This design comes from an exercise in tuning for small area, a short achievable clock period and few clock cycles per item on the open sky130 flow, not from production work.
The RTL was checked by simulation tests, not by an equivalence proof against the original design.

## bsm_xfade
module bsm_xfade (
    input  wire        clk,
    input  wire        rst,
    input  wire        cmd_valid,
    output wire        cmd_ready,
    input  wire [11:0] cmd_len,
    input  wire        in_valid,
    output wire        in_ready,
    input  wire [15:0] in_dst,
    input  wire [15:0] in_src,
    output wire        out_valid,
    input  wire        out_ready,
    output wire [15:0] out_data
);
    localparam F   = 29;              
    localparam CT  = 14;            
    localparam K   = 3;               
    localparam W   = F + 16 - CT;     
    reg        active;    
    reg [11:0] left;      
    reg        first;     
    reg        rdy_r;     
    reg [2:0]  cnt;       
    reg        ne;        
    reg [1:0]  wp, rp;    
    reg        vA, vB;    
    reg [10:0] dv;        
    reg [11:0] pr;        
    reg [F:0]  q;         
    reg [3:0]  dcnt;      
    reg        dfirst;    
    reg [F-1:0] x;        
    reg [10:0]  r;        
    reg         rc;       
    wire cmd_fire = cmd_valid && !active;
    wire in_fire  = in_valid && rdy_r;
    wire pop      = out_ready && ne;
    assign cmd_ready = !active;
    assign in_ready  = rdy_r;
    reg [11:0] dr [0:K];
    reg [K-1:0] qb;
    reg [11:0] tw;
    integer j;
    always @* begin
        dr[0] = pr;
        for (j = 0; j < K; j = j + 1) begin
            tw = {dr[j][10:0], dfirst && (j == 0)};
            dr[j+1]   = dr[j][11] ? tw + {1'b0, dv} : tw - {1'b0, dv};
            qb[K-1-j] = !dr[j+1][11];
        end
    end
    wire [10:0]  rr  = pr[11] ? pr[10:0] + dv : pr[10:0];     
    wire [11:0]  rmd = {1'b0, rr} - {1'b0, dv};               
    wire [11:0]  rn  = {1'b0, r} + (rc ? rmd : {1'b0, rr});
    wire [12:0]  rt  = {rn[11], rn} + {rmd[11], rmd};         
    wire [F+1:0] xs  = {2'b0, x} + {1'b0, q} + {{(F+1){1'b0}}, rc};
    wire [F-1:0] xn  = (xs[F+1:F] != 2'b00) ? {F{1'b1}} : xs[F-1:0];
    reg [16:0] dlA;
  ...
clock: 10.0 ns
lec_check: 0
cap_margin: 20
core_margin: 2
core_utilization: 60
cts_buf_list: sky130_fd_sc_hd__clkbuf_4 sky130_fd_sc_hd__clkbuf_8
place_density: 0.7
setup_slack_margin: 5
slew_margin: 20
run.sh (not shown) runs the stock make flow with config.mk's settings and CLKGATE_MAP_FILE= SYNTH_SCRIPT=/design/flow/synth_recipe.tcl, a recipe that flattens the netlist after the stock synthesis.
Testbench counts at the start, summed over its fixed seeds: cycles 41,401, items 38,279.
Change:
Settings changed: ABC_CLOCK_PERIOD_IN_PS set to 3500, CORE_UTILIZATION 60 to 40, CTS_BUF_LIST sky130_fd_sc_hd__clkbuf_4 sky130_fd_sc_hd__clkbuf_8 to unset, PLACE_DENSITY 0.7 to 0.6.
Effect: Final cell count increases by 7.0%. Non-clock buffer count increases by 3. Sequential share of layout area decreases by 0.68 points. Hold slack is about the same.


== amber ==
bsm_xfade, a different RTL version from the one above (not shown whole).
For scale: roughly 68 I/O pins, roughly 22000 sq um of cells after synthesis.
clock: 10.0 ns
lec_check: 0
cap_margin: 5
core_margin: 2
core_utilization: 40
place_density: 0.6
setup_slack_margin: 5
slew_margin: 5
Testbench counts of amber, summed over its fixed seeds: cycles 40,550, items 38,279.
Here is what was changed in the inputs of onyx compared with amber.
Settings: a change of PLACE_DENSITY from 0.6 to 0.7; a change of CORE_UTILIZATION from 40 to 60.
--- outcome ---
onyx vs amber, growth of design area from synthesis to finish went down by 1.4 points. Of onyx and amber, the run reporting the higher critical path required time was amber. | share of the core filled with cells in the final layout | onyx vs amber | 22 points higher |. The clock latency of the later-clocked register in the worst-skew pair reported for onyx is smaller than that of amber by 0.03 ns. [compare] base=amber new=onyx: share of the cycle needed by the critical path after routing rose by 0.69 points; total of plain and repair buffers excluding clock buffers saw a decrease; fraction of layout instances using a drive strength above 1 decreased 0.94 points. Relative to amber, total via count in the routed design increased by 229 in onyx. pr[11] as the end point of the critical path was reported by onyx, and zB by amber. Re buffers plus inverters on the worst setup path: onyx and amber aren't equal, and the higher value belongs to amber.
Edits applied to the flow inputs when going from onyx to violet:
Settings: changing CORE_UTILIZATION from 60 to 40; changing PLACE_DENSITY from 0.7 to 0.6.
==> flow/flow/run.sh (new file) <==
#!/bin/bash
# The standard layout (the standard.sh: standard synthesis and ORFS
# from floorplan to finish), with the ports buffered by the smallest
# buffer instead of the delay buffer buffer_ports picks by default.
set -euo pipefail
export BUFFER_PORTS_ARGS="-buffer_cell sky130_fd_sc_hd__buf_1"
bash standard.sh > standard.log 2>&1
==> flow/standard.sh (new file) <==
#!/bin/bash
# synth_recipe.tcl (not shown) runs the flow's synth.tcl, then flattens the netlist and writes it again
# the make line also repeats each setting of config.mk as NAME=value (left out here)
make -C /OpenROAD-flow-scripts/flow DESIGN_CONFIG=/design/flow/config.mk WORK_HOME=/design/flow/orfs CLKGATE_MAP_FILE= SYNTH_SCRIPT=/design/flow/synth_recipe.tcl "${@:-finish}"
removed: flow/run.sh
Notes after the runs:
Relative to onyx, the portion of the layout cell area used by clock cells of violet is lower by 0.22 points. Looking at onyx and violet, the sequential share of layout area is a wash.
[inputs] fjord vs violet
Settings: changing CAP_MARGIN from 5 to 0; changing SLEW_MARGIN from 5 to 0.
==> flow/run.sh (new file) <==
#!/bin/bash
# synth_recipe.tcl (not shown) runs the flow's synth.tcl, then flattens the netlist and writes it again
# the make line also repeats each setting of config.mk as NAME=value (left out here)
make -C /OpenROAD-flow-scripts/flow DESIGN_CONFIG=/design/flow/config.mk WORK_HOME=/design/flow/orfs CLKGATE_MAP_FILE= SYNTH_SCRIPT=/design/flow/synth_recipe.tcl finish
removed: flow/flow/run.sh
removed: flow/standard.sh
### Flow results
fjord | stages: all done | timing, DRC, antenna: all pass
The post-synthesis cell type count of fjord and that of violet are within noise of each other.
fjord supports a lower top clock frequency than violet.
Comparing violet and fjord, global-route wire length before repair is lower on violet.
Final routed wirelength across all metal layers deteriorates in fjord relative to violet.
Re half-perimeter wire length after detailed placement: violet was lower than fjord.
From violet to fjord the numbers moved as follows: number of cells on the worst reg-to-reg path now larger.

## static timing again, ports no longer ideal
The results above use ideal ports. As a check the final layouts listed here were re-extracted and re-timed, cells and wires unchanged.
Step 1: set_driving_cell puts a clkbuf_16 on clk and a buf_2 on each other input, an assumption about the parent block.
Step 2 adds t to the input delays and takes it off the output delays; t is the mean of the earliest and latest rising clock arrival at the registers after step 1. Input paths then give back, and output paths get back, about the clock's delay inside the block.
a / b / c = no drivers / after step 1 / after step 2; a / b = the first two.
run	t (ns)	slack for setup (ns)	latest minus earliest clock arrival (ns)
the first run of note 1	0.708	4.693 / 4.693 / 4.601	0.031 / 0.032
the second run of note 1	0.607	4.897 / 4.897 / 4.797	0.029 / 0.030
amber	0.545	5.139 / 5.117 / 4.675	0.018 / 0.018
onyx	0.514	5.070 / 5.070 / 4.736	0.015 / 0.015
violet	0.550	5.176 / 5.176 / 4.987	0.014 / 0.014
fjord	0.545	5.139 / 5.117 / 4.675	0.018 / 0.018
After both steps setup and hold are still met in every run listed.
